From an optimization exercise on the open Yosys and OpenROAD flow, aimed at small area; shortcuts taken in it are not production practice. The RTL was checked by simulation tests, not by an equivalence proof against the original design. The flow treats the clock pin as an ideal source, which a real chip does not have. No activity file was given, so power comes from the tool's default toggle rates.

--- design/flow/standard.sh ---
#!/bin/bash
# synth_recipe.tcl (not shown) runs the flow's synth.tcl, then flattens the netlist and writes it again
# the make line also repeats each setting of config.mk as NAME=value (left out here)
make -C /OpenROAD-flow-scripts/flow DESIGN_CONFIG=/design/flow/config.mk WORK_HOME=/design/flow/orfs CLKGATE_MAP_FILE= SYNTH_SCRIPT=/design/flow/synth_recipe.tcl "${@:-finish}"
--- design/flow/flow/clkfix.tcl ---
proc clkfix_worst_slews {} {
  set worst [dict create]
  foreach pin [get_pins -hierarchical */CLK] {
    set w 0
    foreach e {rise fall} {
      set s [get_property $pin slew_max_$e]
      if {$s > $w} { set w $s }
    }
    set net [get_nets -of_objects $pin]
    foreach d [get_pins -of_objects $net -filter "direction==output"] {
      set inst [get_full_name [get_cells -of_objects $d]]
      if {![dict exists $worst $inst] || [dict get $worst $inst] < $w} { dict set worst $inst $w }
    }
  }
  return $worst
}
set clkfix_limit [expr {[info exists ::env(CLKFIX_LIMIT)] ? $::env(CLKFIX_LIMIT) : 0.115}]
estimate_parasitics -global_routing
set clkfix_list {}
dict for {inst w} [clkfix_worst_slews] {
  set master [get_property [get_cells $inst] ref_name]
  if {$w > $clkfix_limit && [string match sky130_fd_sc_hd__clkbuf_* $master] && $master ne "sky130_fd_sc_hd__clkbuf_16"} {
    lappend clkfix_list $inst
    puts "clkfix: $inst ($master) worst sink slew [format %.1f [expr {$w * 1000}]] ps"
  }
}
if {[llength $clkfix_list]} {
  global_route -start_incremental
  foreach inst $clkfix_list { replace_cell $inst sky130_fd_sc_hd__clkbuf_16 }
  detailed_placement
  global_route -end_incremental
  estimate_parasitics -global_routing
  dict for {inst w} [clkfix_worst_slews] {
    if {$w > $clkfix_limit} { puts "clkfix: still $inst [format %.1f [expr {$w * 1000}]] ps" }
  }
  write_guides $::env(RESULTS_DIR)/route.guide
}
puts "clkfix: upsized [llength $clkfix_list] clock buffers"
--- design/flow/flow/run.sh ---
#!/bin/bash
# Own flow: the standard layout (standard.sh, all steps to finish) with
# these changes:
#  - synthesis: the combinational logic is mapped by ABC with an
#    area-oriented script (flow/area.abc) instead of ORFS's
#    abc_speed.script. Flip-flop mapping (dfflibmap) runs before ABC and is
#    unchanged, so the registers, their names and cell types are those of
#    the standard synthesis.
#  - CTS: the same clock_tree_synthesis call as ORFS makes from the
#    CTS_* settings, plus -dont_use_dummy_load.
#  - after global route (flow/clkfix.tcl): clock buffers whose flip-flop
#    clock pins would see a slew above 115 ps are upsized to clkbuf_16.
# Each step's full output is in orfs/logs/...; make's output in flow_make.log.
set -euo pipefail
here=$(pwd)
export MY_ABC_SCRIPT="$here/flow/area.abc"
{
  echo 'proc abc {args} {'
  echo '  set i [lsearch -exact $args -script]'
  echo '  if { $i >= 0 } { lset args [expr {$i + 1}] $::env(MY_ABC_SCRIPT) }'
  echo '  yosys abc {*}$args'
  echo '}'
  cat synth_recipe.tcl
} > my_synth.tcl
sed "s#SYNTH_SCRIPT=[^ ]*synth_recipe.tcl#SYNTH_SCRIPT=$here/my_synth.tcl#" standard.sh > my_standard.sh
grep -q "SYNTH_SCRIPT=$here/my_synth.tcl" my_standard.sh
CTS_SIZE=$(sed -n 's/^export CTS_CLUSTER_SIZE = //p' config.mk)
CTS_DIAM=$(sed -n 's/^export CTS_CLUSTER_DIAMETER = //p' config.mk)
CTS_BUFS=$(sed -n 's/^export CTS_BUF_LIST = //p' config.mk)
bash my_standard.sh \
  "CTS_ARGS=-sink_clustering_enable -repair_clock_nets -sink_clustering_size $CTS_SIZE -sink_clustering_max_diameter $CTS_DIAM -buf_list $CTS_BUFS -dont_use_dummy_load" \
  "POST_GLOBAL_ROUTE_TCL=$here/flow/clkfix.tcl" \
  finish > flow_make.log 2>&1
--- design/flow/design.v ---
module pfrb (
    input  wire        clk,
    input  wire        rst,
    input  wire        in_valid,
    input  wire [7:0]  in_data,
    output wire        in_ready,
    input  wire        rx_fault,
    input  wire        cmd_valid,
    input  wire [8:0]  cmd,
    output reg         resp_valid,
    output reg  [46:0] resp
);
    localparam BW = 224;    
    localparam [1:0] PH_IDLE   = 2'b00;
    localparam [1:0] PH_HUNT   = 2'b10;
    localparam [1:0] PH_BODY   = 2'b11;
    localparam [1:0] PH_HALTED = 2'b01;
    reg [1:0]  phase;
    reg [4:0]  cnt;           
    reg [15:0] spd;           
    reg [15:0] prev_start;
    reg        ltf;           
    reg [207:0] sr;           
    reg [2:0]  wblk;          
    reg        rotc;
    reg [15:0] rpm_raw;
    reg        commit_q;      
    reg        rfull;         
    reg        rpm_ok;        
    reg [5:0]  snap_z;
    reg [5:0]  ph;            
    reg [2:0]  wtgt;          
    reg        wpend;         
    reg [5:0]  pc;            
    reg        cn;            
    reg [BW*6-1:0] ring;      
    reg [BW*6-1:0] snap;
    wire [2:0] op  = cmd[2:0];
    wire cmd_snap = cmd_valid && (op == 3'd1);
    wire [5:0] ring_z;
    genvar zb;
    generate
        for (zb = 0; zb < 6; zb = zb + 1) begin : g_rz
            assign ring_z[zb] = !rfull && (wblk <= zb);
        end
    endgenerate
    assign in_ready = phase[1];
    wire accept  = in_valid && in_ready && !rx_fault;
    wire in_body = phase[0];
    wire acc_body = accept && in_body;
    wire acc_hunt = accept && !in_body;
    wire commit  = acc_body && (cnt == 5'd31);
    reg [7:0] marker_byte;
    always @(*) begin
        case (cnt[1:0])
            2'd0:    marker_byte = 8'h55;
            2'd1:    marker_byte = 8'hAA;
            2'd2:    marker_byte = 8'h03;
            default: marker_byte = 8'h08;
        endcase
    end
    wire match  = (in_data == marker_byte);
    wire is55   = (in_data == 8'h55);
    wire [7:0] cmp_p = cnt[0] ? prev_start[15:8] : prev_start[7:0];
    wire       cmp_f = cnt[0] ? ltf : 1'b0;
    wire [8:0] cmp_d = {1'b0, in_data} - {1'b0, cmp_p} - {8'd0, cmp_f};
    wire       cmp_lt = cmp_d[8];
    wire [5:0] sport1h = {ph[0], ph[1], ph[2], ph[3], ph[4], ph[5]};
    reg  [2:0] sport;
    integer ks;
    always @(*) begin
        sport = 3'd0;
        for (ks = 0; ks < 6; ks = ks + 1)
            if (sport1h[ks]) sport = sport | ks[2:0];
    end
    wire pc_port = |(pc & sport1h);
    wire wr_now  = (commit && sport == wblk) || (wpend && sport == wtgt);
    wire new_blk = wpend && cn;                        
    wire cp_now  = cmd_snap ? !(wpend && sport == wtgt)
                            : pc_port && !(new_blk && sport == wtgt);
    wire [BW-1:0] nblk  = {sr, prev_start};           
    wire [BW-1:0] r_out = ring[BW*5 +: BW];
    wire [BW-1:0] s_out = snap[BW*5 +: BW];
    always @(posedge clk) begin
        ring <= {ring[0 +: BW*5], wr_now ? nblk : r_out};
        snap <= {snap[0 +: BW*5], cp_now ? r_out : s_out};
    end
    always @(posedge clk) begin
        if (rst) begin
            ph    <= 6'd1;
            wpend <= 1'b0;
            wtgt  <= 3'd0;
            pc    <= 6'd0;
            cn    <= 1'b0;
        end else begin
            ph <= {ph[4:0], ph[5]};
            if (commit)
                wtgt <= wblk;
            if (commit && sport != wblk)
                wpend <= 1'b1;
            else if (wpend && sport == wtgt)
                wpend <= 1'b0;
            if (cmd_snap)
                pc <= 6'h3f;
            if (cp_now)
                pc[sport] <= 1'b0;
            if (wpend && sport == wtgt)
                cn <= 1'b0;
            else if (cmd_snap)
                cn <= wpend;
        end
    end
    always @(posedge clk) begin
        if (rst) begin
            phase   <= PH_IDLE;
            cnt     <= 5'd0;
            wblk    <= 3'd0;
            rotc    <= 1'b0;
            rfull   <= 1'b0;
            rpm_ok  <= 1'b0;
            snap_z  <= 6'h3f;
            commit_q <= 1'b0;
        end else begin
            commit_q <= commit;
            if (commit_q)
                rpm_ok <= 1'b1;
            if (cmd_valid && op == 3'd4 && phase == PH_IDLE)
                phase <= PH_HUNT;
            if (cmd_snap)
                snap_z <= ring_z;
            if (acc_hunt) begin
                if (match && cnt[1:0] == 2'd3) begin
                    phase <= PH_BODY;
                    cnt   <= 5'd0;
                end else if (match) begin
                    cnt   <= cnt + 5'd1;
                end else begin
                    cnt   <= {4'd0, is55};
                end
            end
            if (acc_body) begin
                cnt <= cnt + 5'd1;
            end
            if (commit) begin
                phase   <= PH_HUNT;
                wblk    <= (wblk == 3'd5) ? 3'd0 : wblk + 3'd1;
                if (wblk == 3'd5)
                    rfull <= 1'b1;
            end
            rotc <= (rotc && !cmd_snap) || (commit && ltf);
            if (rx_fault && phase != PH_HALTED)
                phase <= PH_HALTED;
        end
    end
    always @(posedge clk) begin
        if (acc_body && cnt[4:1] == 4'd1)
            ltf <= cmp_lt && !ring_z[0];
        if (acc_body && cnt == 5'd2) prev_start[7:0]  <= in_data;
        if (acc_body && cnt == 5'd3) prev_start[15:8] <= in_data;
        if (commit_q) rpm_raw <= spd;
        if (acc_body && cnt == 5'd0) spd[7:0]  <= in_data;
        if (acc_body && cnt == 5'd1) spd[15:8] <= in_data;
        if (acc_body && cnt >= 5'd4 && cnt <= 5'd29)
            sr <= {in_data, sr[207:8]};
    end
    function [5:0] posof;
        input [5:0] b1h;
        input [5:0] p1h;
        integer pp, bb;
        begin
            posof = 6'd0;
            for (pp = 0; pp < 6; pp = pp + 1)
                for (bb = 0; bb < 6; bb = bb + 1)
                    if (p1h[(pp - bb + 6) % 6] && b1h[bb]) posof[pp] = 1'b1;
        end
    endfunction
    function [5:0] dec6;
        input [2:0] v;
        integer i;
        begin
            for (i = 0; i < 6; i = i + 1) dec6[i] = (v == i);
        end
    endfunction
    wire [5:0] ncn1h = (wpend && cn) ? dec6(wtgt) : 6'd0;    
    wire [2:0] in_rb = cmd[8:6];
    wire [2:0] in_ri = cmd[5:3];
    wire [5:0] in_b1h  = dec6(in_rb);
    wire [5:0] in_hit  = posof(in_b1h, ph);
    wire       in_new  = |(in_b1h & ncn1h);
    wire       in_pend = |(in_b1h & pc);
    wire       in_ring = in_pend && !in_new;
    wire       in_snap = !in_pend;
    reg [31:0] raw;       
    integer kr;
    always @(*) begin
        raw = {32{in_new}} & {nblk[BW-1 -: 16], nblk[15:0]};
        for (kr = 0; kr < 6; kr = kr + 1)
            raw = raw
                | ({32{in_snap && in_hit[kr]}} & {snap[BW*kr+208 +: 16], snap[BW*kr +: 16]})
                | ({32{in_ring && in_hit[kr]}} & {ring[BW*kr+208 +: 16], ring[BW*kr +: 16]});
    end
    wire [15:0] r_start = raw[15:0];
    wire [15:0] r_end   = raw[31:16];
    wire        wrap    = (r_end < r_start);
    wire [15:0] m0 = in_ri[0] ? r_end : r_start;
    wire [15:0] m1 = in_ri[1] ? r_end : r_start;
    wire [15:0] m2 = in_ri[2] ? r_end : r_start;
    wire [18:0] q  = {3'b0, r_start} + {3'b0, m0} + {2'b0, m1, 1'b0} + {1'b0, m2, 2'b0};
    reg  [20:0] c_wi;
    always @(*) begin
        case ({wrap, in_ri})
            4'b1001: c_wi = 21'd327680 - 21'd23040;
            4'b1010: c_wi = 21'd327680 - 21'd46080;
            4'b1011: c_wi = 21'd327680 - 21'd69120;
            4'b1100: c_wi = 21'd327680 - 21'd92160;
            4'b1101: c_wi = 21'd327680 - 21'd115200;
            4'b1110: c_wi = 21'd327680 - 21'd138240;
            4'b1111: c_wi = 21'd327680 - 21'd161280;
            default: c_wi = 21'd327680;
        endcase
    end
    reg [20:0] ang_q;
    always @(posedge clk)
        ang_q <= c_wi - {2'b0, q};
    reg [8:0] cmd_q;
    reg       rotc_q;
    always @(posedge clk) begin
        if (rst)
            resp_valid <= 1'b0;
        else
            resp_valid <= cmd_valid;
        cmd_q  <= cmd;
        rotc_q <= rotc;
    end
    wire [2:0] q_op  = cmd_q[2:0];
    wire [2:0] rb    = cmd_q[8:6];
    wire [2:0] ri    = cmd_q[5:3];
    wire [5:0] q_b1h  = dec6(rb);
    wire [5:0] q_hit  = posof(q_b1h, ph);
    wire       q_new  = |(q_b1h & ncn1h);
    wire       q_pend = |(q_b1h & pc);
    wire       q_ring = q_pend && !q_new;
    wire       q_snap = !q_pend;
    wire [47:0] ssel, rsel;
    wire [7:0]  nsel;
    genvar g, h;
    generate
        for (h = 0; h < 8; h = h + 1) begin : g_nsel
            assign nsel[h] = q_new && (ri == h);
        end
        for (g = 0; g < 6; g = g + 1) begin : g_psel
            for (h = 0; h < 8; h = h + 1) begin : g_sel
                assign ssel[g*8+h] = q_snap && q_hit[g] && (ri == h);
                assign rsel[g*8+h] = q_ring && q_hit[g] && (ri == h);
            end
        end
    endgenerate
    reg [23:0] smp;       
    integer k;
    always @(*) begin
        smp = 24'd0;
        for (k = 0; k < 8; k = k + 1)
            smp = smp | ({24{nsel[k]}} & nblk[16 + 24*k +: 24]);
        for (k = 0; k < 48; k = k + 1)
            smp = smp
                | ({24{ssel[k]}} & snap[BW*(k/8) + 16 + 24*(k%8) +: 24])
                | ({24{rsel[k]}} & ring[BW*(k/8) + 16 + 24*(k%8) +: 24]);
    end
    wire blk_z = snap_z[rb];
    wire [44:0] sdata = {ang_q, smp[15:0], smp[23:16]};
    always @(*) begin
        case (q_op)
            3'd0: resp = {2'd0, 44'd0, rotc_q};
            3'd2: begin
                if (rb[2:1] == 2'b11)
                    resp = {2'd2, 45'd0};
                else if (blk_z)
                    resp = 47'd0;
                else
                    resp = {2'd0, sdata};
            end
            3'd3: resp = {2'd0, 29'd0, rpm_ok ? rpm_raw : 16'd0};
            3'd5, 3'd6, 3'd7: resp = {2'd1, 45'd0};
            default: resp = 47'd0;
        endcase
    end
endmodule
--- design/flow/config.mk ---
export PLATFORM = sky130hd
export DESIGN_NAME = pfrb
export DESIGN_NICKNAME = pfrb
export VERILOG_FILES = /design/flow/design.v
export SDC_FILE = /design/flow/constraint.sdc
export NUM_CORES = 8
export LEC_CHECK = 0
export CAP_MARGIN = 20
export CORE_MARGIN = 2
export CORE_UTILIZATION = 55
export CTS_BUF_LIST = sky130_fd_sc_hd__clkbuf_8
export CTS_CLUSTER_DIAMETER = 50
export CTS_CLUSTER_SIZE = 16
export PLACE_DENSITY = 0.65
export SLEW_MARGIN = 20
--- design/flow/constraint.sdc ---
create_clock -name core_clock -period 10.0 [get_ports {clk}]
set_input_delay 2.0000 -clock core_clock [delete_from_list [all_inputs] [get_ports {clk}]]
set_output_delay 2.0000 -clock core_clock [all_outputs]
set_load 0.01 [all_outputs]
--- design/flow/flow/area.abc ---
strash
dc2
&get -n
&st
&dch -f
&nf -R 1000 -a -p
&put
==> reports/metrics.csv, run 1 <==
metric,value,unit
period utilization,97.3,%
Final Hold Vio Count,0,
Initial Util,55.3,%
fraction of layout cells with a size suffix above 1,9.04,%
Post-CTS Resized,0,
status,"complete, no violations",
Routed WL,350000,um
Post-Layout Cell Count,8520,
mean area per synthesized cell,14.6,um2
Core Area,0.156,mm2
r2r startpoint,wpend,
Post-synth ARST share,0,%
Num CTS Buffers,221,
I/O Buffers,70,
max_slew headroom,9.53,%
"EDFF count, synth",257,
via count,62200,
Via density,7.30,
Final nets,6570,
reg-to-reg setup timing slack,2.24,ns
cell row count,145,
Top Ports,71,
post-CTS setup buffers,0,
Worst Max-Slew Pin Slew,1.35,ns
hold endpoint,ring[1159],
hold path depth,0,
max-cap violations,0,
global-route wire length before repair,470000,um
final setup fails,0,
Synth cell types,53,
Worst VDD drop,0.161,mV
drt pass-1 iters,14,
kind of critical path,reg2out,
Final Power,18.1,mW
placed cell count,8270,
via count of the first global-routing pass,59200,
grt ovf,0,
Mapped Area,0.0862,mm2
hold crit path type,reg2reg,
Post-Synthesis Net Count,6036,
worst-path maximum fanout,14,
fmax,103,MHz
LEAKAGE,35.9,nW
gr usage total,42.7,%
antenna-violating nets left,0,
CP arrival,7.73,ns
CTS Hold Bufs,0,
clock slew at reported path FFs,0.09,ns
"Seq/Total Area, Yosys",73.0,%
Num Clock Sinks,3014,
DIE AREA,0.160,mm2
Worst setup SP type,flip-flop,
R2R depth,37,
crit end category,output port,
Wirelength per Cell,41.0,um
Setup TNS Final,0,ns
final HPWL from detailed placement,227000,um
Slew Limit Fails,0,
drt first-iter violations,15200,
initial antenna violation count,23,
ys flop type,dfxtp_1,
Die X,400,um
placed cell areas,0.0924,mm2
data required time of the worst path,8.00,ns
Gate Count Post-Synth,5905,
DIE HEIGHT,400,um
pin count of the biggest net entering global routing,148,
Hold Startpoint,ring[935],
routability cong.,0.986,
post-layout instance area,0.0956,mm2
min cycle time layout,9.73,ns
area delta synth->final,10.9,%
DRC viols,0,
Final Skew,0.134,ns
PD cells,189,mW/mm2
reg-to-reg endpoint,ang_q[20],
TritonCTS clock tree,built,
Syn. warnings,1,
#FFs+latches synth,3014,
Clock Latency Late Sink,1.06,ns
[synth_stat cells, drive strengths merged, types with 5 or more instances]
cell type / n / area, um2
dfxtp: 2757 / 55200
nor3b: 7 / 52.6
o31a: 5 / 43.8
a221o: 7 / 70.1
xnor2: 14 / 123
a21oi: 73 / 365
a221oi: 72 / 631
nand2b: 5 / 31.3
and4: 10 / 87.6
o21ai: 30 / 150
nor4: 30 / 188
nand3b: 5 / 37.5
edfxtp: 257 / 7720
nand3: 93 / 465
a22oi: 240 / 1800
a2111oi: 9 / 78.8
mux2i: 30 / 300
mux2: 454 / 5110
fa: 38 / 761
a222oi: 703 / 7040
nand2: 278 / 1040
ha: 71 / 888
and3: 24 / 150
nor2b: 13 / 81.3
a22o: 64 / 561
nand4: 189 / 1180
nor2: 186 / 698
and2: 27 / 169
xor2: 15 / 131
o21a: 5 / 37.5
a211oi: 13 / 97.6
nor3: 43 / 215
or2: 5 / 31.3
a21boi: 11 / 82.6
a21o: 13 / 97.6
clkinv: 84 / 315
[power by group]
part           internal (mW)  switching [mW]  leakage [nW]
clock                   1.97            3.68          1.59
sequential              12.1          0.0113          24.5
combinational         0.0705           0.212          9.83
[layer usage]
metal,share of wire (%),track usage (%),vias to the layer above
met5,0.023,0,-
met4,7.9,28.0,14
met3,15,15.2,1454
met2,42,62.3,5953
met1,35,53.7,30400
li1,-,-,24300
[cells in the final DEF (no fill, tap or decap), drive strengths merged, types with 14 or more instances in the layout]
cell,n
a22oi,240
fa,38
nand4,189
clkbuf,221
nor2,186
o21ai,30
clkinv,84
nand3,93
nor3,43
nand2,278
edfxtp,257
nor4,30
mux2i,30
clkdlybuf4s50,70
buf,241
and2,27
a221oi,72
ha,71
a222oi,703
a22o,64
diode,25
xor2,15
xnor2,14
and3,24
a21oi,73
mux2,454
dfxtp,2757
[worst max-delay path, stage by stage, from the launching register on]
cell and delay, ns:
dfxtp_1 0.46, nor2b_1 0.11, and2_0 0.38, a22o_1 0.33, a21oi_1 0.11, and3_1 0.91
nor2b_1 0.45, nand2_1 0.58, nor2_4 1.12, buf_4 0.62, a222oi_1 0.18, nand2_1 0.12
nor3_1 0.05, nand3_1 0.49, a22o_1 0.25, clkdlybuf4s50_1 0.56
[metrics by stage]
step | util, % | worst slack (ns) | hold slack [ns]
3_3_place_gp | 59.2 | 0.299 | 0.331
2_1_floorplan | - | 0.379 | 0.326
4_1_cts | 61.2 | 0.585 | 0.275
6_report | 61.3 | 0.269 | 0.262
3_5_place_dp | 59.2 | 0.183 | 0.333
[worst max-delay path by stage]
stage | from | endpoint | slack [ns] | cells after the start
3_3_place_gp | cmd[7] | ang_q[20] | 0.30 | 37
6_report | cmd_q[7] | resp[8] | 0.27 | 15
4_1_cts | cmd_q[7] | resp[11] | 0.58 | 17
2_1_floorplan | cmd[8] | ang_q[20] | 0.38 | 35
3_5_place_dp | cmd[7] | ang_q[20] | 0.18 | 37
[registers in the layout, summed over array words and instances, names as in the netlist, 9 cells and up]
register and flops:
ang_q 21, spd 16, snap 1344, prev_start 16, cmd_q 9, ring 1344
sr 208, rpm_raw 16
[cell families (layout without fill, tap and decap cells)]
kind of cell / after synthesis / after routing / share of synthesized area [%]
and+or+nand+nor: 926 / 926 / 5.25
AOI/OAI and AO/OA: 1259 / 1259 / 12.9
adders and majority gates: 109 / 109 / 1.91
xor gates and xnor gates: 29 / 29 / 0.295
muxes: 484 / 484 / 6.28
other: 0 / 25 / 0
buffers and inverters: 84 / 616 / 0.366
DFF: 3014 / 3014 / 73.0
[area by class of cell]
type	instances	area [um2]
multi-input combinational	2807	23900
antenna	25	62.6
inverter	84	315
sequential	3014	62900
timing repair buffer	311	2770
clock buffer	221	3050
fill	12100	60400
tap	2058	2570
==> run 2: changes to the inputs <==
--- a/design/flow/config.mk
+++ b/design/flow/config.mk
@@ -9,3 +9,3 @@
 export CORE_MARGIN = 2
-export CORE_UTILIZATION = 55
+export CORE_UTILIZATION = 45
 export CTS_BUF_LIST = sky130_fd_sc_hd__clkbuf_8
@@ -13,3 +13,3 @@
 export CTS_CLUSTER_SIZE = 16
-export PLACE_DENSITY = 0.65
+export PLACE_DENSITY = 0.55
 export SLEW_MARGIN = 20
==> reports/metrics.csv, run 2 <==
metric,value,unit,change
final setup fails,0,,unchanged
final HPWL from detailed placement,236000,um,+4.0%
Setup TNS Final,0,ns,unchanged
I/O Buffers,70,,unchanged
cells along the critical path,nor3b_1 > a222oi_1 > and2_0 > nor2b_1 > nand2_1 > nor2_4 > buf_4 > a222oi_1 > nand4_1 > nor4_1 > nand2_1 > a22o_1 > clkdlybuf4s50_1,,
Worst setup SP type,flip-flop,,
critical path's top delay family,simple AND/OR/NAND/NOR gates,,
fraction of layout cells with a size suffix above 1,9.07,%,+0.030 points
LEAKAGE,36.0,nW,+0.13%
Post-synth ARST share,0,%,unchanged
post-CTS setup buffers,0,,unchanged
most frequent cells in the layout,"dfxtp_1 (2757), a222oi_1 (703), mux2_1 (454)",,
min cycle time layout,9.37,ns,-0.362 ns
met1 wire length,134000,um,+10%
registers with the most flip-flops,"ring: 1344 flops, snap: 1344 flops, sr: 208 flops",,
Syn. warnings,1,,unchanged
DIE AREA,0.195,mm2,+22%
Die X,442,um,+10%
via count,61000,,-1.9%
global-route wire length before repair,489000,um,+4.1%
Routed WL,363000,um,+3.8%
max-cap violations,0,,unchanged
clock slew at reported path FFs,0.09,ns,about the same
status,"complete, no violations",,
Slew Limit Fails,0,,unchanged
PD cells,190,mW/mm2,+0.33%
kind of critical path,reg2out,,
Met2 Wirelength,157000,um,+6.4%
#FFs+latches synth,3014,,unchanged
most common cell in the netlist,dfxtp_1,,
Filler cells,16300,,+35%
Post-Synthesis Net Count,6036,,unchanged
register area,0.0629,mm2,unchanged
worst path bufs/invs,2,,unchanged
Synth cell types,53,,unchanged
pin count of the biggest net entering global routing,131,,-11%
Num Clock Sinks,3014,,unchanged
hold crit path type,reg2reg,,
Initial Util,45.3,%,-9.9 points
slowest CP cell,nor3b_1,,
Gate Count Post-Synth,5905,,unchanged
via count of the first global-routing pass,59500,,+0.63%
grt ovf,0,,unchanged
DIE HEIGHT,442,um,+10%
gr usage total,36.0,%,-6.7 points
Synth top cells by count,"dfxtp_1 (2757), a222oi_1 (703), mux2_1 (454), nand2_1 (278), edfxtp_1 (257)",,
post-synth top area share,64.0,%,unchanged
mean area per synthesized cell,14.6,um2,unchanged
highest routed layer,met5,,
"commonest non-fill, non-tap cell in the layout",dfxtp_1,,
antenna-violating nets left,0,,unchanged
Worst Max-Slew Pin Slew,1.29,ns,-0.0632 ns
Worst VDD drop,0.111,mV,-31%
top cell type by total area after synthesis,dfxtp_1,,
area delta synth->final,11.6,%,
period utilization,93.7,%,-3.6 points
dominant cells by area after synthesis,"dfxtp_1 (64%), edfxtp_1 (8.9%), a222oi_1 (8.2%)",,
drt pass-1 iters,15,,+1
routability cong.,0.947,,-4.0%
Wirelength per Cell,40.5,um,-1.4%
Core Area,0.190,mm2,+22%
Post-CTS Resized,0,,unchanged
max_slew headroom,13.8,%,+4.2 points
worst-path maximum fanout,17,,+3
Via density,6.80,,-6.8%
crit end category,output port,,
crit-path max cell delay,0.87,ns,-0.25 ns
initial antenna violation count,30,,+30%
ys flop type,dfxtp_1,,
fmax,107,MHz,+3.9%
drt first-iter violations,13800,,-9.2%
"Seq/Total Area, Yosys",73.0,%,unchanged
WHS,0.233,ns,-0.0288 ns
Clock Latency Late Sink,1.06,ns,about the same
Final Hold Vio Count,0,,unchanged
cell row count,160,,+10%
Met3 Wirelength,47600,um,-10%
CP arrival,7.37,ns,-0.36 ns
Num CTS Buffers,231,,+4.5%
DRC viols,0,,unchanged
Mapped Area,0.0862,mm2,unchanged
Final Skew,0.156,ns,+0.0216 ns
area of the multi-input gates,0.0239,mm2,about the same
TritonCTS clock tree,built,,
Final nets,6571,,+0.015%
Top Ports,71,,unchanged
data required time of the worst path,8.00,ns,about the same
CTS Hold Bufs,0,,unchanged
"EDFF count, synth",257,,unchanged
run 2: logic make-up after synthesis:
group / after synthesis / synth area share (%)
AND/OR/NAND/NOR: 926 / 5.25
AO/OA/AOI/OAI: 1259 / 12.9
buffers and inverters: 84 / 0.366
XOR/XNOR: 29 / 0.295
multiplexers: 484 / 6.28
adder cells (fa/ha/maj): 109 / 1.91
flip-flops: 3014 / 73.0
run 2: worst register-to-register path, delay by kind of cell (launching register included):
| kind | cells | cell delay [ns] |
|---|---|---|
| compound gates | 16 | 2.23 |
| simple gates | 9 | 2.15 |
| fa+ha+maj | 5 | 1.85 |
| buf+inv | 4 | 0.61 |
| flops | 1 | 0.53 |
| mux | 1 | 0.18 |
run 2: metrics by stage:
step	worst slack [ns]	std cells	area [um2]	util, %	total power, mW
4_1_cts	0.486	8949	96200	50.6	18.2
6_report	0.631	8968	96300	50.6	18.3
2_1_floorplan	0.379	5905	86300	-	12.5
3_5_place_dp	0.0851	8718	93000	48.9	12.7
3_3_place_gp	0.203	8714	92900	48.8	12.7
run 2: final cells by class:
cell class | instances | area share [%]
multi-input cells | 2807 | 24.8
inverters | 84 | 0.328
diodes | 19 | 0.0494
repair buffers | 302 | 2.81
well taps | 2511 | 3.26
flip-flops and latches | 3014 | 65.4
clock buffers | 231 | 3.35
run 2: per-layer routing:
layer / global-route usage, % / vias up
met2: 53.9 / 4958
met5: 0 / -
li1: - / 24300
met3: 10.7 / 1217
met1: 46.0 / 30500
met4: 21.7 / 16
run 2: power breakdown:
| group | internal [mW] | switching (mW) |
|---|---|---|
| logic | 0.0700 | 0.215 |
| clock network | 2.08 | 3.75 |
| registers | 12.1 | 0.0114 |
| total | 14.3 | 3.98 |
run 2: worst paths after layout:
| check | start | end | slack [ns] | depth (start not counted) |
|---|---|---|---|---|
| worst min register to register | ring[633] | ring[857] | 0.23 | 0 |
| worst max-delay path | cmd_q[7] | resp[13] | 0.63 | 13 |
| worst min-delay path | ring[633] | ring[857] | 0.23 | 0 |
| worst max register to register | wtgt[1] | ang_q[20] | 2.29 | 35 |
==> run 3: changes to the inputs <==
--- a/design/flow/config.mk
+++ b/design/flow/config.mk
@@ -11,3 +11,3 @@
 export CTS_BUF_LIST = sky130_fd_sc_hd__clkbuf_8
-export CTS_CLUSTER_DIAMETER = 50
+export CTS_CLUSTER_DIAMETER = 80
 export CTS_CLUSTER_SIZE = 16
==> reports/metrics.csv, run 3 <==
metric,value,unit,change
Worst Max-Slew Pin Slew,1.29,ns,-0.00486 ns
hold crit path type,reg2reg,,
Wirelength per Cell,40.6,um,+0.39%
TritonCTS clock tree,built,,
CTS Hold Bufs,0,,unchanged
Post-Synthesis Net Count,6036,,unchanged
most frequent cells in the layout,"dfxtp_1 (2757), a222oi_1 (703), mux2_1 (454)",,
Gate Count Post-Synth,5905,,unchanged
Compound-Gate Fraction of Synth Area,12.9,%,unchanged
post-synth top area share,64.0,%,unchanged
clock slew at reported path FFs,0.10,ns,about the same
Die X,442,um,unchanged
post-synthesis xor/xnor area fraction,0.295,%,unchanged
fraction of layout cells with a size suffix above 1,8.75,%,-0.33 points
grt ovf,0,,unchanged
largest family of logic cells by synthesized area,compound AO/OA/AOI/OAI gates,,
antenna-violating nets left,0,,unchanged
drt first-iter violations,14400,,+4.0%
Core Area,0.190,mm2,unchanged
dominant cells by area after synthesis,"dfxtp_1 (64%), edfxtp_1 (8.9%), a222oi_1 (8.2%)",,
Worst setup SP type,flip-flop,,
"commonest non-fill, non-tap cell in the layout",dfxtp_1,,
#FFs+latches synth,3014,,unchanged
R2R depth,35,,unchanged
max-cap violations,0,,unchanged
mean area per synthesized cell,14.6,um2,unchanged
"Seq/Total Area, Yosys",73.0,%,unchanged
via count of the first global-routing pass,59200,,-0.60%
Top Ports,71,,unchanged
fmax,106,MHz,-1.0%
cell row count,160,,unchanged
drt pass-1 iters,13,,-2
Post-CTS Resized,0,,unchanged
LEAKAGE,35.9,nW,-0.30%
Synth cell types,53,,unchanged
crit end category,output port,,
CP arrival,7.47,ns,+0.10 ns
simple-gate share of the synthesized area,5.25,%,unchanged
hold path depth,0,,unchanged
kind of critical path,reg2out,,
"EDFF count, synth",257,,unchanged
max_slew headroom,14.1,%,+0.33 points
Final nets,6548,,-0.35%
period utilization,94.7,%,+0.98 points
Mapped Area,0.0862,mm2,unchanged
pin count of the biggest net entering global routing,131,,unchanged
ys flop type,dfxtp_1,,
Initial Util,45.3,%,unchanged
Clock Latency Late Sink,1.04,ns,-0.02 ns
Via density,6.81,,+0.15%
min cycle time layout,9.47,ns,+0.0983 ns
area delta synth->final,11.4,%,
data required time of the worst path,8.00,ns,about the same
Num CTS Buffers,208,,-10%
gr usage total,36.0,%,about the same
global-route wire length before repair,490000,um,about the same
WHS,0.277,ns,+0.0441 ns
via count,60900,,-0.17%
Routed WL,363000,um,about the same
DRC viols,0,,unchanged
Setup TNS Final,0,ns,unchanged
worst-path maximum fanout,18,,+1
final HPWL from detailed placement,236000,um,unchanged
Adder-Cell Fraction of Synth Area,1.91,%,unchanged
Syn. warnings,1,,unchanged
top cell type by total area after synthesis,dfxtp_1,,
post-CTS setup buffers,0,,unchanged
I/O Buffers,70,,unchanged
Final Hold Vio Count,0,,unchanged
initial antenna violation count,21,,-30%
routability cong.,0.947,,unchanged
final setup fails,0,,unchanged
Post-synth ARST share,0,%,unchanged
status,"complete, no violations",,
Final Skew,0.100,ns,-0.0553 ns
Worst VDD drop,0.128,mV,+15%
Synth top cells by count,"dfxtp_1 (2757), a222oi_1 (703), mux2_1 (454), nand2_1 (278), edfxtp_1 (257)",,
DIE HEIGHT,442,um,unchanged
Num Clock Sinks,3014,,unchanged
PD cells,189,mW/mm2,-0.51%
Slew Limit Fails,0,,unchanged
DIE AREA,0.195,mm2,unchanged
registers with the most flip-flops,"ring: 1344 flops, snap: 1344 flops, sr: 208 flops",,
multiplexer share of the synthesized area,6.28,%,unchanged
most common cell in the netlist,dfxtp_1,,
run 3: worst paths after layout:
kind / from / endpoint / slack [ns]
setup reg to reg: wtgt[1] / ang_q[20] / 2.32
setup / recovery: cmd_q[7] / resp[4] / 0.53
hold / removal: snap[474] / snap[698] / 0.28
hold reg to reg: snap[474] / snap[698] / 0.28
run 3: power by group:
group / switching (mW) / total (mW) / leakage [nW] / internal, mW
clock network: 3.72 / 5.70 / 1.57 / 1.98
logic: 0.215 / 0.285 / 9.79 / 0.0700
registers: 0.0113 / 12.2 / 24.5 / 12.1
total: 3.94 / 18.1 / 35.9 / 14.2
run 3: cells by family after synthesis:
logic type | Yosys count
DFF | 3014
AOI/OAI and AO/OA | 1259
and+or+nand+nor | 926
muxes | 484
adders and majority gates | 109
buffers and inverters | 84
xor gates and xnor gates | 29
run 3: critical path, cell delays in order (launching register included):
cell,delay [ns]
dfxtp_1,0.46
nor3b_1,0.91
a222oi_1,0.14
and2_0,0.54
nor2b_1,0.50
nand2_1,0.60
nor2_4,0.76
buf_4,0.68
a22oi_1,0.18
nand2_1,0.10
a2111oi_0,0.09
nand3_1,0.41
a22o_1,0.45
clkdlybuf4s50_1,0.61
run 3: routing by layer:
metal | GRT usage (%) | up-vias | wire length [um]
met5 | 0 | - | 143
met1 | 46.4 | 30500 | 136000
met2 | 54.6 | 4950 | 157000
met3 | 10.2 | 1147 | 46200
met4 | 20.0 | 12 | 24000
li1 | - | 24200 | -
run 3: final cells by class:
class | instances | area, um2
inverter | 84 | 315
multi-input combinational | 2807 | 23900
antenna | 14 | 35.0
fill | 16300 | 94100
sequential | 3014 | 62900
clock buffer | 208 | 3030
tap | 2511 | 3140
timing repair buffer | 302 | 2700
run 3: stage by stage:
step           cells  setup slack, ns  util (%)  instance area [um2]  power, mW
2_1_floorplan   5905            0.379         -                86300       12.5
3_3_place_gp    8714            0.203      48.8                92900       12.7
3_5_place_dp    8718           0.0851      48.9                93000       12.7
4_1_cts         8926            0.492      50.4                95800       18.0
6_report        8940            0.533      50.5                96100       18.1
==> run 4: changes to the inputs <==
--- a/design/flow/config.mk
+++ b/design/flow/config.mk
@@ -9,3 +9,3 @@
 export CORE_MARGIN = 2
-export CORE_UTILIZATION = 45
+export CORE_UTILIZATION = 65
 export CTS_BUF_LIST = sky130_fd_sc_hd__clkbuf_8
@@ -13,3 +13,3 @@
 export CTS_CLUSTER_SIZE = 16
-export PLACE_DENSITY = 0.55
+export PLACE_DENSITY = 0.75
 export SLEW_MARGIN = 20
==> reports/metrics.csv, run 4 <==
metric,value,unit,change
hold endpoint,ring[1044],,
DIE AREA,0.136,mm2,-31%
Syn. warnings,1,,unchanged
via count,62400,,+2.6%
Num CTS Buffers,206,,-0.96%
min cycle time layout,9.38,ns,-0.0847 ns
Clock Latency Late Sink,1.04,ns,about the same
max-cap violations,0,,unchanged
max_slew headroom,5.48,%,-8.6 points
gr usage total,48.1,%,+12 points
Worst VDD drop,0.154,mV,+21%
reg-to-reg endpoint,ang_q[20],,
Final Skew,0.120,ns,+0.0193 ns
pin count of the biggest net entering global routing,124,,-5.3%
Final Power,17.9,mW,-1.2%
hold crit path type,reg2reg,,
reg-to-reg setup timing slack,2.54,ns,+0.22 ns
Gate Count Post-Synth,5905,,unchanged
Post-CTS Resized,0,,unchanged
Routed WL,334000,um,-7.9%
top cell type by total area after synthesis,dfxtp_1,,
initial antenna violation count,26,,+24%
kind of critical path,reg2out,,
Via density,7.64,,+12%
post-layout instance area,0.0949,mm2,-1.2%
"Seq/Total Area, Yosys",73.0,%,unchanged
Post-synth ARST share,0,%,unchanged
Final nets,6532,,-0.24%
drt first-iter violations,16100,,+12%
Die X,368,um,-17%
Final Util,72.1,%,+22 points
Post-Synthesis Net Count,6036,,unchanged
"EDFF count, synth",257,,unchanged
mean area per synthesized cell,14.6,um2,unchanged
global-route wire length before repair,454000,um,-7.3%
Hold Startpoint,ring[820],,
CTS Hold Bufs,0,,unchanged
I/O Buffers,70,,unchanged
CP arrival,7.38,ns,-0.09 ns
period utilization,93.8,%,-0.85 points
Synth cell types,53,,unchanged
"commonest non-fill, non-tap cell in the layout",dfxtp_1,,
Core Area,0.132,mm2,-31%
post-CTS setup buffers,0,,unchanged
ys flop type,dfxtp_1,,
final HPWL from detailed placement,217000,um,-7.9%
R2R depth,38,,+8.6%
Final Hold Vio Count,0,,unchanged
registers with the most flip-flops,"ring: 1344 flops, snap: 1344 flops, sr: 208 flops",,
Top Ports,71,,unchanged
crit end category,output port,,
DIE HEIGHT,368,um,-17%
cell row count,133,,-17%
clock slew at reported path FFs,0.10,ns,about the same
drt pass-1 iters,13,,unchanged
LEAKAGE,35.7,nW,-0.42%
via count of the first global-routing pass,59700,,+0.85%
post-synth top area share,64.0,%,unchanged
Setup TNS Final,0,ns,unchanged
Worst setup SP type,flip-flop,,
most common cell in the netlist,dfxtp_1,,
PD cells,189,mW/mm2,about the same
routability cong.,1.02,,+7.2%
dominant cells by area after synthesis,"dfxtp_1 (64%), edfxtp_1 (8.9%), a222oi_1 (8.2%)",,
Slew Limit Fails,0,,unchanged
#FFs+latches synth,3014,,unchanged
hold path depth,0,,unchanged
placed cell areas,0.0918,mm2,-1.2%
antenna-violating nets left,0,,unchanged
area delta synth->final,10.0,%,
Num Clock Sinks,3014,,unchanged
data required time of the worst path,8.00,ns,about the same
worst-path maximum fanout,8,,-10
Initial Util,65.5,%,+20 points
fraction of layout cells with a size suffix above 1,8.50,%,-0.24 points
area of the multi-input gates,0.0239,mm2,about the same
Wirelength per Cell,40.9,um,+0.69%
grt ovf,0,,unchanged
DRC viols,0,,unchanged
Mapped Area,0.0862,mm2,unchanged
Synth top cells by count,"dfxtp_1 (2757), a222oi_1 (703), mux2_1 (454), nand2_1 (278), edfxtp_1 (257)",,
most frequent cells in the layout,"dfxtp_1 (2757), a222oi_1 (703), mux2_1 (454)",,
Worst Max-Slew Pin Slew,1.41,ns,+0.129 ns
final setup fails,0,,unchanged
Filler cells,8840,,-46%
fmax,107,MHz,+0.90%
register area,0.0629,mm2,unchanged
TritonCTS clock tree,built,,
status,"complete, no violations",,
r2r startpoint,wpend,,
==> run 4: changes by cell type in the layout (fill, tap and decap cells not counted), sizes merged <==
cell	change
diode	+6
buf	-14
clkbuf	-2
==> run 4: worst max-delay path, stage by stage, from the launching register on <==
cell	delay [ns]
dfxtp_1	0.49
nor3b_1	0.86
a222oi_1	0.18
and2_0	0.47
nand2_1	0.77
nor2_4	0.29
buf_4	0.34
a222oi_1	0.34
nand4_1	0.13
a221o_1	0.28
a2111oi_0	0.67
nand3_1	0.69
a22o_1	0.41
clkdlybuf4s50_1	0.49
==> run 4: through the flow <==
stage          instances  worst slack (ns)  hold slack, ns
2_1_floorplan       5905             0.379           0.326
3_3_place_gp        7942             0.139           0.331
3_5_place_dp        7944           -0.0692           0.335
4_1_cts             8150             0.904           0.286
6_report            8174             0.618           0.274
==> run 4: logic make-up (layout without fill, tap and decap cells) <==
group,Yosys count,after routing,synth area share [%]
AOI/OAI and AO/OA,1259,1259,12.9
xor gates and xnor gates,29,29,0.295
adders and majority gates,109,109,1.91
buffers and inverters,84,578,0.366
DFF,3014,3014,73.0
muxes,484,484,6.28
other,0,20,0
and+or+nand+nor,926,926,5.25
==> run 4: final cells by class <==
type                            count  area share, %
Tap cell                         1755           2.31
Multi-Input combinational cell   2807           25.2
Inverter                           84          0.332
Timing Repair Buffer              288           2.73
Antenna cell                       20         0.0528
Clock buffer                      206           3.04
Sequential cell                  3014           66.3
==> run 4: layer usage <==
| layer | share of wire, % | vias to the layer above | track usage (%) |
|---|---|---|---|
| li1 | - | 24200 | - |
| met1 | 33 | 30000 | 58.7 |
| met2 | 41 | 6457 | 68.0 |
| met3 | 17 | 1710 | 20.2 |
| met4 | 9.0 | 26 | 35.3 |
| met5 | 0.10 | - | 0.890 |
==> run 4: worst max-delay path by stage <==
stage,depth (start not counted),end,start,slack (ns)
floorplan,35,ang_q[20],cmd[8],0.38
global placement,36,ang_q[20],cmd[8],0.14
detailed placement,36,ang_q[20],cmd[8],-0.07
CTS,14,resp[8],cmd_q[7],0.90
finish,13,resp[8],cmd_q[7],0.62
==> run 4: where the power goes <==
group,internal (mW),switching [mW],leakage [nW],total [mW]
logic,0.0684,0.207,9.71,0.275
registers,12.1,0.0118,24.5,12.2
clock network,1.87,3.62,1.50,5.49
==> run 5: changes to the inputs <==
--- a/design/flow/config.mk
+++ b/design/flow/config.mk
@@ -11,3 +11,3 @@
 export CTS_BUF_LIST = sky130_fd_sc_hd__clkbuf_8
-export CTS_CLUSTER_DIAMETER = 80
+export CTS_CLUSTER_DIAMETER = 50
 export CTS_CLUSTER_SIZE = 16
==> reports/metrics.csv, run 5 <==
metric,value,unit,change
ys flop type,dfxtp_1,,
min cycle time layout,9.40,ns,+0.0179 ns
CTS Hold Bufs,0,,unchanged
top cell type by total area after synthesis,dfxtp_1,,
dominant cells by area after synthesis,"dfxtp_1 (64%), edfxtp_1 (8.9%), a222oi_1 (8.2%)",,
DIE HEIGHT,368,um,unchanged
antenna-violating nets left,0,,unchanged
worst path bufs/invs,2,,unchanged
Post-synth ARST share,0,%,unchanged
period utilization,94.0,%,+0.18 points
Final nets,6540,,+0.12%
reg-to-reg endpoint,ang_q[20],,
registers with the most flip-flops,"ring: 1344 flops, snap: 1344 flops, sr: 208 flops",,
most common cell in the netlist,dfxtp_1,,
Clock Latency Late Sink,1.02,ns,-0.02 ns
crit end category,output port,,
Worst VDD drop,0.151,mV,-2.1%
DIE AREA,0.136,mm2,unchanged
most frequent cells in the layout,"dfxtp_1 (2757), a222oi_1 (703), mux2_1 (454)",,
slowest CP cell,nand2_1,,
Post-CTS Resized,0,,unchanged
LEAKAGE,35.8,nW,+0.11%
Final Skew,0.101,ns,-0.0191 ns
"EDFF count, synth",257,,unchanged
reg-to-reg setup timing slack,2.45,ns,-0.09 ns
Final Power,18.0,mW,+0.22%
"commonest non-fill, non-tap cell in the layout",dfxtp_1,,
gr usage total,48.2,%,+0.11 points
TritonCTS clock tree,built,,
Filler cells,8809,,-0.35%
CP startpoint,cmd_q[7],,
Critical Path End,resp[8],,
Initial Util,65.5,%,unchanged
area delta synth->final,10.1,%,
Synth cell types,53,,unchanged
Final Hold Vio Count,0,,unchanged
Gate Count Post-Synth,5905,,unchanged
Mapped Area,0.0862,mm2,unchanged
Num Clock Sinks,3014,,unchanged
Final Util,72.1,%,+0.074 points
post-CTS setup buffers,0,,unchanged
grt ovf,0,,unchanged
Top Ports,71,,unchanged
crit-path max cell delay,0.70,ns,-0.16 ns
kind of critical path,reg2out,,
r2r startpoint,wpend,,
global-route wire length before repair,454000,um,+0.14%
Slew Limit Fails,0,,unchanged
cells along the critical path,nor2b_1 > and2_0 > a222oi_1 > and2_0 > nor2b_1 > nand2_1 > nor2_4 > buf_4 > a222oi_1 > nand4_1 > a2111oi_0 > nand3_1 > a22o_1 > clkdlybuf4s50_1,,
"Seq/Total Area, Yosys",73.0,%,unchanged
drt first-iter violations,16300,,+1.5%
mean area per synthesized cell,14.6,um2,unchanged
Num CTS Buffers,214,,+3.9%
post-synth top area share,64.0,%,unchanged
Post-Synthesis Net Count,6036,,unchanged
initial antenna violation count,33,,+27%
DRC viols,0,,unchanged
Die X,368,um,unchanged
Core Area,0.132,mm2,unchanged
data required time of the worst path,8.00,ns,about the same
Synth top cells by count,"dfxtp_1 (2757), a222oi_1 (703), mux2_1 (454), nand2_1 (278), edfxtp_1 (257)",,
pin count of the biggest net entering global routing,124,,unchanged
R2R depth,38,,unchanged
via count of the first global-routing pass,60100,,+0.61%
CP Depth,14,,+1
PD cells,189,mW/mm2,+0.12%
I/O Buffers,70,,unchanged
hold crit path type,reg2reg,,
final HPWL from detailed placement,217000,um,unchanged
routability cong.,1.02,,unchanged
cell row count,133,,unchanged
status,"complete, no violations",,
Worst Max-Slew Pin Slew,1.39,ns,-0.0246 ns
Via density,7.68,,+0.54%
Syn. warnings,1,,unchanged
max_slew headroom,7.13,%,+1.6 points
final setup fails,0,,unchanged
Worst setup SP type,flip-flop,,
max-cap violations,0,,unchanged
clock slew at reported path FFs,0.11,ns,about the same
via count,62900,,+0.76%
fraction of layout cells with a size suffix above 1,8.62,%,+0.11 points
drt pass-1 iters,13,,unchanged
#FFs+latches synth,3014,,unchanged
CP arrival,7.40,ns,+0.02 ns
Routed WL,335000,um,+0.20%
worst-path maximum fanout,12,,+4
critical path's top delay family,simple AND/OR/NAND/NOR gates,,
fmax,106,MHz,-0.19%
Wirelength per Cell,40.9,um,about the same
==> run 5: cell counts after synthesis <==
Identical to the previous run, type by type.
==> run 5: worst min-delay path by stage <==
stage,endpoint,from,slack [ns],cells past startpoint
after global placement,ring[334],ring[110],0.33,0
final,ring[955],ring[731],0.28,0
after detailed placement,ring[1172],ring[948],0.33,0
after floorplan,ring[334],ring[110],0.33,0
after CTS,snap[1029],snap[805],0.28,0
==> run 5: logic make-up (layout without fill, tap and decap cells) <==
| family | after synthesis | after routing | share of synthesized area [%] |
|---|---|---|---|
| other cells | 0 | 30 | 0 |
| xor+xnor | 29 | 29 | 0.295 |
| simple gates | 926 | 926 | 5.25 |
| compound gates | 1259 | 1259 | 12.9 |
| mux | 484 | 484 | 6.28 |
| buf+inv | 84 | 586 | 0.366 |
| flops | 3014 | 3014 | 73.0 |
| fa+ha+maj | 109 | 109 | 1.91 |
==> run 5: layer usage <==
layer  track usage, %  share of wire (%)
met1             58.3                 33
met2             67.8                 41
met3             20.8                 17
met4             36.5                9.2
met5            0.534              0.073
==> run 5: power by group <==
part | leakage, nW | switching (mW) | total (mW) | internal, mW
registers | 24.5 | 0.0116 | 12.2 | 12.1
clock network | 1.54 | 3.63 | 5.53 | 1.91
logic | 9.71 | 0.206 | 0.275 | 0.0681
==> run 5: through the flow <==
stage / setup slack [ns] / area, um2 / setup TNS (ns) / hold WS, ns / instances
final: 0.600 / 95000 / 0 / 0.277 / 8192
after detailed placement: -0.0692 / 91800 / -0.0692 / 0.335 / 7944
after global placement: 0.139 / 91800 / 0 / 0.331 / 7942
after CTS: 0.887 / 94800 / 0 / 0.281 / 8158
after floorplan: 0.379 / 86300 / 0 / 0.326 / 5905
==> run 5: final cells by class <==
type	count	area [um2]	area share (%)
Multi-Input combinational cell	2807	23900	25.2
Tap cell	1755	2200	2.31
Timing Repair Buffer	288	2590	2.73
Inverter	84	315	0.332
Sequential cell	3014	62900	66.3
Clock buffer	214	2950	3.10
Antenna cell	30	75.1	0.0791
==> run 6: changes to the inputs <==
--- a/design/flow/design.v
+++ b/design/flow/design.v
@@ -34,3 +34,3 @@
     reg [5:0]  pc;            
-    reg        cn;            
+    reg        xn;            
     reg [BW*6-1:0] ring;      
@@ -67,22 +67,54 @@
     wire       cmp_lt = cmp_d[8];
-    wire [5:0] sport1h = {ph[0], ph[1], ph[2], ph[3], ph[4], ph[5]};
-    reg  [2:0] sport;
-    integer ks;
-    always @(*) begin
-        sport = 3'd0;
-        for (ks = 0; ks < 6; ks = ks + 1)
-            if (sport1h[ks]) sport = sport | ks[2:0];
-    end
-    wire pc_port = |(pc & sport1h);
-    wire wr_now  = (commit && sport == wblk) || (wpend && sport == wtgt);
-    wire new_blk = wpend && cn;                        
-    wire cp_now  = cmd_snap ? !(wpend && sport == wtgt)
-                            : pc_port && !(new_blk && sport == wtgt);
+    function [5:0] slot1h;
+        input integer p;
+        input [5:0] p1h;
+        integer bb;
+        begin
+            for (bb = 0; bb < 6; bb = bb + 1)
+                slot1h[bb] = p1h[(p - bb + 6) % 6];
+        end
+    endfunction
+    function [2:0] enc6;
+        input [5:0] v;
+        integer i;
+        begin
+            enc6 = 3'd0;
+            for (i = 0; i < 6; i = i + 1)
+                if (v[i]) enc6 = enc6 | i[2:0];
+        end
+    endfunction
+    function [5:0] dec6;
+        input [2:0] v;
+        integer i;
+        begin
+            for (i = 0; i < 6; i = i + 1) dec6[i] = (v == i);
+        end
+    endfunction
+    wire [5:0] s5_1h = slot1h(5, ph);
+    wire [5:0] s1_1h = slot1h(1, ph);
+    wire [5:0] s3_1h = slot1h(3, ph);
+    wire [2:0] sport = enc6(s5_1h);
+    wire [5:0] wtgt1h = dec6(wtgt);
+    wire wr_now = (commit && sport == wblk) || (wpend && sport == wtgt);
+    wire [5:0] hold1h = wpend ? wtgt1h : 6'd0;
+    wire [5:0] pce    = cmd_snap ? 6'h3f : pc;              
+    wire [5:0] nocp   = (cmd_snap ? wpend : (xn && wpend)) ? hold1h : 6'd0;
+    wire [5:0] cpok   = pce & ~nocp;
+    wire cp0 = |(cpok & s5_1h);
+    wire cp2 = |(cpok & s1_1h);
+    wire cp4 = |(cpok & s3_1h);
     wire [BW-1:0] nblk  = {sr, prev_start};           
-    wire [BW-1:0] r_out = ring[BW*5 +: BW];
-    wire [BW-1:0] s_out = snap[BW*5 +: BW];
-    always @(posedge clk) begin
-        ring <= {ring[0 +: BW*5], wr_now ? nblk : r_out};
-        snap <= {snap[0 +: BW*5], cp_now ? r_out : s_out};
-    end
+    wire [BW-1:0] r5 = ring[BW*5 +: BW];
+    wire [BW-1:0] r1 = ring[BW*1 +: BW];
+    wire [BW-1:0] r3 = ring[BW*3 +: BW];
+    always @(posedge clk) begin
+        ring <= {ring[0 +: BW*5], wr_now ? nblk : r5};
+        snap <= {snap[BW*4 +: BW],
+                 cp4 ? r3 : snap[BW*3 +: BW],
+                 snap[BW*2 +: BW],
+                 cp2 ? r1 : snap[BW*1 +: BW],
+                 snap[BW*0 +: BW],
+                 cp0 ? r5 : snap[BW*5 +: BW]};
+    end
+    wire [5:0] pc_next = pce & ~((cp0 ? s5_1h : 6'd0) | (cp2 ? s1_1h : 6'd0) | (cp4 ? s3_1h : 6'd0));
     always @(posedge clk) begin
@@ -93,3 +125,3 @@
             pc    <= 6'd0;
-            cn    <= 1'b0;
+            xn    <= 1'b0;
         end else begin
@@ -102,10 +134,7 @@
                 wpend <= 1'b0;
+            pc <= pc_next;
             if (cmd_snap)
-                pc <= 6'h3f;
-            if (cp_now)
-                pc[sport] <= 1'b0;
-            if (wpend && sport == wtgt)
-                cn <= 1'b0;
-            else if (cmd_snap)
-                cn <= wpend;
+                xn <= wpend;
+            else if (!(|(pc_next & wtgt1h)))
+                xn <= 1'b0;
         end
@@ -176,10 +205,3 @@
     endfunction
-    function [5:0] dec6;
-        input [2:0] v;
-        integer i;
-        begin
-            for (i = 0; i < 6; i = i + 1) dec6[i] = (v == i);
-        end
-    endfunction
-    wire [5:0] ncn1h = (wpend && cn) ? dec6(wtgt) : 6'd0;    
+    wire [5:0] nx1h = xn ? (pc & wtgt1h) : 6'd0;
     wire [2:0] in_rb = cmd[8:6];
@@ -188,3 +210,3 @@
     wire [5:0] in_hit  = posof(in_b1h, ph);
-    wire       in_new  = |(in_b1h & ncn1h);
+    wire       in_new  = |(in_b1h & nx1h);
     wire       in_pend = |(in_b1h & pc);
@@ -199,3 +221,3 @@
                 | ({32{in_snap && in_hit[kr]}} & {snap[BW*kr+208 +: 16], snap[BW*kr +: 16]})
-                | ({32{in_ring && in_hit[kr]}} & {ring[BW*kr+208 +: 16], ring[BW*kr +: 16]});
+                | ((kr % 2 == 1) ? ({32{in_ring && in_hit[kr]}} & {ring[BW*kr+208 +: 16], ring[BW*kr +: 16]}) : 32'd0);
     end
@@ -239,7 +261,5 @@
     wire [5:0] q_hit  = posof(q_b1h, ph);
-    wire       q_new  = |(q_b1h & ncn1h);
-    wire       q_pend = |(q_b1h & pc);
-    wire       q_ring = q_pend && !q_new;
-    wire       q_snap = !q_pend;
-    wire [47:0] ssel, rsel;
+    wire       q_new  = |(q_b1h & nx1h);
+    wire       q_snap = !q_new;
+    wire [47:0] ssel;
     wire [7:0]  nsel;
@@ -253,3 +273,2 @@
                 assign ssel[g*8+h] = q_snap && q_hit[g] && (ri == h);
-                assign rsel[g*8+h] = q_ring && q_hit[g] && (ri == h);
             end
@@ -264,5 +283,3 @@
         for (k = 0; k < 48; k = k + 1)
-            smp = smp
-                | ({24{ssel[k]}} & snap[BW*(k/8) + 16 + 24*(k%8) +: 24])
-                | ({24{rsel[k]}} & ring[BW*(k/8) + 16 + 24*(k%8) +: 24]);
+            smp = smp | ({24{ssel[k]}} & snap[BW*(k/8) + 16 + 24*(k%8) +: 24]);
     end
--- a/design/flow/config.mk
+++ b/design/flow/config.mk
@@ -9,7 +9,7 @@
 export CORE_MARGIN = 2
-export CORE_UTILIZATION = 65
+export CORE_UTILIZATION = 72
 export CTS_BUF_LIST = sky130_fd_sc_hd__clkbuf_8
-export CTS_CLUSTER_DIAMETER = 50
+export CTS_CLUSTER_DIAMETER = 80
 export CTS_CLUSTER_SIZE = 16
-export PLACE_DENSITY = 0.75
+export PLACE_DENSITY = 0.82
 export SLEW_MARGIN = 20
==> reports/metrics.csv, run 6 <==
metric,value,unit,change
status,"complete, no violations",,
Final Util,79.0,%,+6.8 points
slowest CP cell,nor2_4,,
Num CTS Buffers,206,,-3.7%
met3 Track Usage GR,12.9,%,-7.9 points
global-route wire length before repair,353000,um,-22%
TritonCTS clock tree,built,,
mean area per synthesized cell,15.2,um2,+3.9%
hold path depth,0,,unchanged
DIE AREA,0.122,mm2,-10%
drt first-iter violations,9644,,-41%
CP Depth,16,,+2
most frequent cells in the layout,"dfxtp_1 (2757), mux2_1 (903), a222oi_1 (339)",,
R2R depth,29,,-24%
CTS Hold Bufs,0,,unchanged
Top Ports,71,,unchanged
initial antenna violation count,10,,-70%
Routed WL,248000,um,-26%
Syn. warnings,1,,unchanged
LEAKAGE,37.0,nW,+3.4%
antenna-violating nets left,0,,unchanged
"EDFF count, synth",257,,unchanged
post-synth top area share,64.3,%,+0.29 points
period utilization,96.3,%,+2.3 points
drt pass-1 iters,13,,unchanged
Synth cell types,50,,-5.7%
Worst VDD drop,0.172,mV,+14%
clock slew at reported path FFs,0.09,ns,-0.02 ns
Initial Util,72.7,%,+7.2 points
Post-CTS Resized,0,,unchanged
worst path bufs/invs,3,,+1
ys flop type,dfxtp_1,,
Clock Latency Late Sink,0.99,ns,-0.03 ns
max-cap violations,0,,unchanged
most common cell in the netlist,dfxtp_1,,
Final nets,6212,,-5.0%
min cycle time layout,9.63,ns,+0.232 ns
Post-synth ARST share,0,%,unchanged
placed cell areas,0.0903,mm2,-1.6%
CP arrival,7.63,ns,+0.23 ns
Final Skew,0.0713,ns,-0.0294 ns
post-layout instance area,0.0932,mm2,-1.8%
via count of the first global-routing pass,52300,,-13%
pin count of the biggest net entering global routing,131,,+5.6%
Synth top cells by count,"dfxtp_1 (2757), mux2_1 (903), a222oi_1 (339), edfxtp_1 (257), a22oi_1 (220)",,
final HPWL from detailed placement,157000,um,-28%
data required time of the worst path,8.00,ns,about the same
Wirelength per Cell,32.5,um,-21%
gr usage total,40.2,%,-8.0 points
Setup TNS Final,0,ns,unchanged
crit end category,output port,,
routability cong.,0.951,,-6.4%
fraction of layout cells with a size suffix above 1,7.09,%,-1.5 points
M1 GR Usage,52.8,%,-5.5 points
"commonest non-fill, non-tap cell in the layout",dfxtp_1,,
PD cells,192,mW/mm2,+1.4%
area delta synth->final,8.61,%,
top cell type by total area after synthesis,dfxtp_1,,
max_slew headroom,16.2,%,+9.1 points
Via density,6.95,,-9.6%
Slew Limit Fails,0,,unchanged
hold crit path type,reg2reg,,
critical path's top delay family,simple AND/OR/NAND/NOR gates,,
DIE HEIGHT,349,um,-5.1%
Mapped Area,0.0858,mm2,-0.45%
met2 usage,59.3,%,-8.6 points
registers with the most flip-flops,"ring: 1344 flops, snap: 1344 flops, sr: 208 flops",,
Num Clock Sinks,3014,,unchanged
grt peak-use layer,met2,,
worst-path maximum fanout,14,,+2
setup ws final,0.368,ns,-0.232 ns
post-place setup slack,0.414,ns,+0.483 ns
dominant cells by area after synthesis,"dfxtp_1 (64%), mux2_1 (12%), edfxtp_1 (9.0%)",,
#FFs+latches synth,3014,,unchanged
Filler cells,6614,,-25%
Core Area,0.118,mm2,-10%
"Seq/Total Area, Yosys",73.3,%,+0.33 points
Gate Count Post-Synth,5657,,-4.2%
grt ovf,0,,unchanged
I/O Buffers,70,,unchanged
Final Hold Vio Count,0,,unchanged
Post-Synthesis Net Count,5784,,-4.2%
Worst setup SP type,flip-flop,,
cell row count,126,,-5.3%
kind of critical path,reg2out,,
DRC viols,0,,unchanged
post-CTS setup buffers,0,,unchanged
final setup fails,0,,unchanged
Die X,349,um,-5.1%
crit-path max cell delay,1.04,ns,+0.34 ns
fmax,104,MHz,-2.4%
cells along the critical path,nor2_1 > and2_0 > nand3_1 > nand3_1 > a31oi_1 > and3_1 > nand2_1 > nor2_4 > buf_4 > buf_4 > a222oi_1 > nand4_1 > nor4_1 > nand4_1 > a22o_1 > clkdlybuf4s50_1,,
via count,53000,,-16%
Worst Max-Slew Pin Slew,1.25,ns,-0.136 ns
run 6: cell types whose count changed in the layout (fill, tap and decap cells not counted), moves of 21 or more:
cell | previous run | this run
nand2_1 | 278 | 172
a22oi_1 | 240 | 219
a222oi_1 | 703 | 339
diode_2 | 30 | 8
mux2_1 | 454 | 903
nor2_4 | 116 | 62
nand4_1 | 189 | 99
buf_4 | 200 | 136
run 6: layer usage:
metal	wire, um	up-vias
met2	107000	4192
met5	77	-
met4	15300	6
met3	33900	931
li1	-	22000
met1	92000	25900
run 6: per-stage QoR:
step / cells / hold WS [ns] / power, mW
after floorplan: 5657 / 0.310 / 12.6
after CTS: 7619 / 0.290 / 17.8
final: 7627 / 0.288 / 17.9
after global placement: 7412 / 0.310 / 12.8
after detailed placement: 7413 / 0.312 / 12.8
run 6: power by group:
group	internal [mW]	leakage (nW)	switching, mW
logic	0.105	11.0	0.271
registers	12.1	24.5	0.0142
clock network	1.87	1.50	3.49
run 6: cell families (layout without fill, tap and decap cells):
group / after synthesis / in the layout / synth area share [%]
other cells: 0 / 8 / 0
mux: 929 / 929 / 12.1
xor+xnor: 25 / 25 / 0.255
simple gates: 642 / 642 / 3.72
buf+inv: 83 / 509 / 0.363
flops: 3014 / 3014 / 73.3
compound gates: 859 / 859 / 8.36
fa+ha+maj: 105 / 105 / 1.86
run 6: area by class of cell:
cell class / count / area [um2] / share of cell area, %
clock buffers: 206 / 2870 / 3.08
multi-input cells: 2560 / 23200 / 24.9
repair buffers: 220 / 1990 / 2.14
well taps: 1536 / 1920 / 2.06
diodes: 8 / 20.0 / 0.0215
inverters: 83 / 312 / 0.334
flip-flops and latches: 3014 / 62900 / 67.5
run 6: worst reg2reg max path: cells and delay by family, from the launching register on:
kind / cells / cell delay, ns
compound gates: 13 / 2.90
fa+ha+maj: 3 / 1.09
buf+inv: 3 / 0.70
flops: 1 / 0.53
simple gates: 10 / 2.53
run 6: final timing paths:
kind | startpoint | endpoint | slack [ns]
max reg2reg | wtgt[1] | ang_q[20] | 2.17
max | cmd_q[7] | resp[14] | 0.37
min | ring[509] | ring[733] | 0.29
min reg2reg | ring[509] | ring[733] | 0.29
==> run 7: changes to the inputs <==
--- a/design/flow/config.mk
+++ b/design/flow/config.mk
@@ -9,3 +9,3 @@
 export CORE_MARGIN = 2
-export CORE_UTILIZATION = 72
+export CORE_UTILIZATION = 65
 export CTS_BUF_LIST = sky130_fd_sc_hd__clkbuf_8
@@ -13,3 +13,3 @@
 export CTS_CLUSTER_SIZE = 16
-export PLACE_DENSITY = 0.82
+export PLACE_DENSITY = 0.75
 export SLEW_MARGIN = 20
==> reports/metrics.csv, run 7 <==
metric,value,unit,change
status,"complete, no violations",,
Final Util,71.1,%,-7.9 points
"EDFF count, synth",257,,unchanged
Clock Power Share,30.0,%,about the same
sequential power share,67.9,%,about the same
Filler cells,8621,,+30%
TritonCTS clock tree,built,,
Via density,6.68,,-3.8%
pin count of the biggest net entering global routing,148,,+13%
Final nets,6196,,-0.26%
clock slew at reported path FFs,0.09,ns,about the same
Clock Latency Late Sink,0.98,ns,about the same
CP arrival,7.33,ns,-0.30 ns
area delta synth->final,8.73,%,
via count of the first global-routing pass,51200,,-2.1%
final HPWL from detailed placement,158000,um,+0.53%
ys flop type,dfxtp_1,,
initial antenna violation count,12,,+2
Die X,367,um,+5.2%
fraction of layout cells with a size suffix above 1,6.86,%,-0.23 points
Slew Limit Fails,0,,unchanged
"Seq/Total Area, Yosys",73.3,%,unchanged
Final Power,17.9,mW,+0.14%
Worst setup SP type,flip-flop,,
max_slew headroom,11.7,%,-4.5 points
top cell type by total area after synthesis,dfxtp_1,,
DRC viols,0,,unchanged
Worst Max-Slew Pin Slew,1.32,ns,+0.0669 ns
crit end category,output port,,
hold path depth,0,,unchanged
max-cap violations,0,,unchanged
drt first-iter violations,9139,,-5.2%
Mapped Area,0.0858,mm2,unchanged
routability cong.,0.949,,-0.20%
registers with the most flip-flops,"ring: 1344 flops, snap: 1344 flops, sr: 208 flops",,
post-CTS setup buffers,0,,unchanged
via count,52300,,-1.3%
min cycle time layout,9.33,ns,-0.298 ns
Syn. warnings,1,,unchanged
Initial Util,65.4,%,-7.3 points
combinational share of power,2.1,%,about the same
worst-path maximum fanout,14,,unchanged
Num Clock Sinks,3014,,unchanged
hold crit path type,reg2reg,,
Post-Synthesis Net Count,5784,,unchanged
fmax,107,MHz,+3.2%
grt ovf,0,,unchanged
kind of critical path,reg2out,,
R2R depth,33,,+14%
final setup fails,0,,unchanged
DIE HEIGHT,367,um,+5.2%
gr usage total,36.6,%,-3.7 points
Routed WL,251000,um,+1.4%
data required time of the worst path,8.00,ns,about the same
most frequent cells in the layout,"dfxtp_1 (2757), mux2_1 (903), a222oi_1 (339)",,
"commonest non-fill, non-tap cell in the layout",dfxtp_1,,
global-route wire length before repair,356000,um,+0.81%
Final Skew,0.0643,ns,-0.00699 ns
dominant cells by area after synthesis,"dfxtp_1 (64%), mux2_1 (12%), edfxtp_1 (9.0%)",,
period utilization,93.3,%,-3.0 points
switching share of power,21.2,%,+0.11 points
Worst VDD drop,0.159,mV,-7.9%
Setup TNS Final,0,ns,unchanged
Internal Power,14.1,mW,about the same
Post-CTS Resized,0,,unchanged
placed cell count,7616,,+2.7%
CTS Hold Bufs,0,,unchanged
mean area per synthesized cell,15.2,um2,unchanged
WHS,0.282,ns,-0.00552 ns
Synth cell types,50,,unchanged
Post-Layout Cell Count,7830,,+2.7%
==> run 7: changes by cell type in the layout (fill, tap and decap cells not counted), sizes merged <==
cell and change:
buf -16
==> run 7: power groups by stage <==
stage	Combinational (mW)	Sequential (mW)	Clock (mW)
floorplan	0.186	12.4	0
global placement	0.363	12.4	0
detailed placement	0.366	12.4	0
CTS	0.367	12.2	5.37
finish	0.379	12.2	5.38
==> run 7: routing by layer <==
layer  global-route usage (%)  share of wire, %  vias up
met5                        0             0.046        -
met4                     18.7               5.9       10
met2                     55.4                44     3738
met1                     47.9                38    25700
met3                     10.8                13      919
li1                         -                 -    21900
==> run 7: area by class of cell <==
class | count | area [um2] | share of cell area, %
Sequential cell | 3014 | 62900 | 67.4
Multi-Input combinational cell | 2560 | 23200 | 24.9
Tap cell | 1755 | 2200 | 2.35
Timing Repair Buffer | 204 | 1820 | 1.95
Inverter | 83 | 312 | 0.334
Antenna cell | 8 | 20.0 | 0.0214
Clock buffer | 206 | 2870 | 3.07
==> run 7: cells by family after synthesis <==
logic type,after synthesis,synth area share [%]
AND/OR/NAND/NOR,642,3.72
adder cells (fa/ha/maj),105,1.86
buffers and inverters,83,0.363
AO/OA/AOI/OAI,859,8.36
flip-flops,3014,73.3
XOR/XNOR,25,0.255
multiplexers,929,12.1
==> run 7: final timing paths <==
path          endpoint  slack, ns      start
min reg2reg  ring[703]       0.28  ring[479]
min          ring[703]       0.28  ring[479]
max           resp[10]       0.67   cmd_q[7]
max reg2reg  ang_q[20]       2.34    wtgt[1]
==> run 7: stage by stage <==
stage / worst slack, ns / instance area, um2
CTS: 0.645 / 93300
detailed placement: 0.397 / 90400
global placement: 0.563 / 90400
finish: 0.666 / 93300
floorplan: 0.495 / 85900
==> run 7: critical path, stage by stage (launching register included) <==
cell             delay [ns]
dfxtp_1                0.52
nor3b_1                0.75
nand3_1                0.18
nand3_1                0.11
a31oi_1                0.04
and3_2                 0.46
nand2_1                0.71
nor2_4                 0.41
buf_4                  0.36
a222oi_1               0.37
nand4_1                0.12
or3_1                  0.38
nor4_1                 0.86
o21ai_0                0.46
clkdlybuf4s50_1        0.64

Setup slack of run 7, layout unchanged: 0.666 ns with ideal ports, 0.580 ns with driving cells assumed (clock clkbuf_16, inputs buf_2), 0.261 ns with port delays also shifted by the 1.031 ns mid clock arrival.
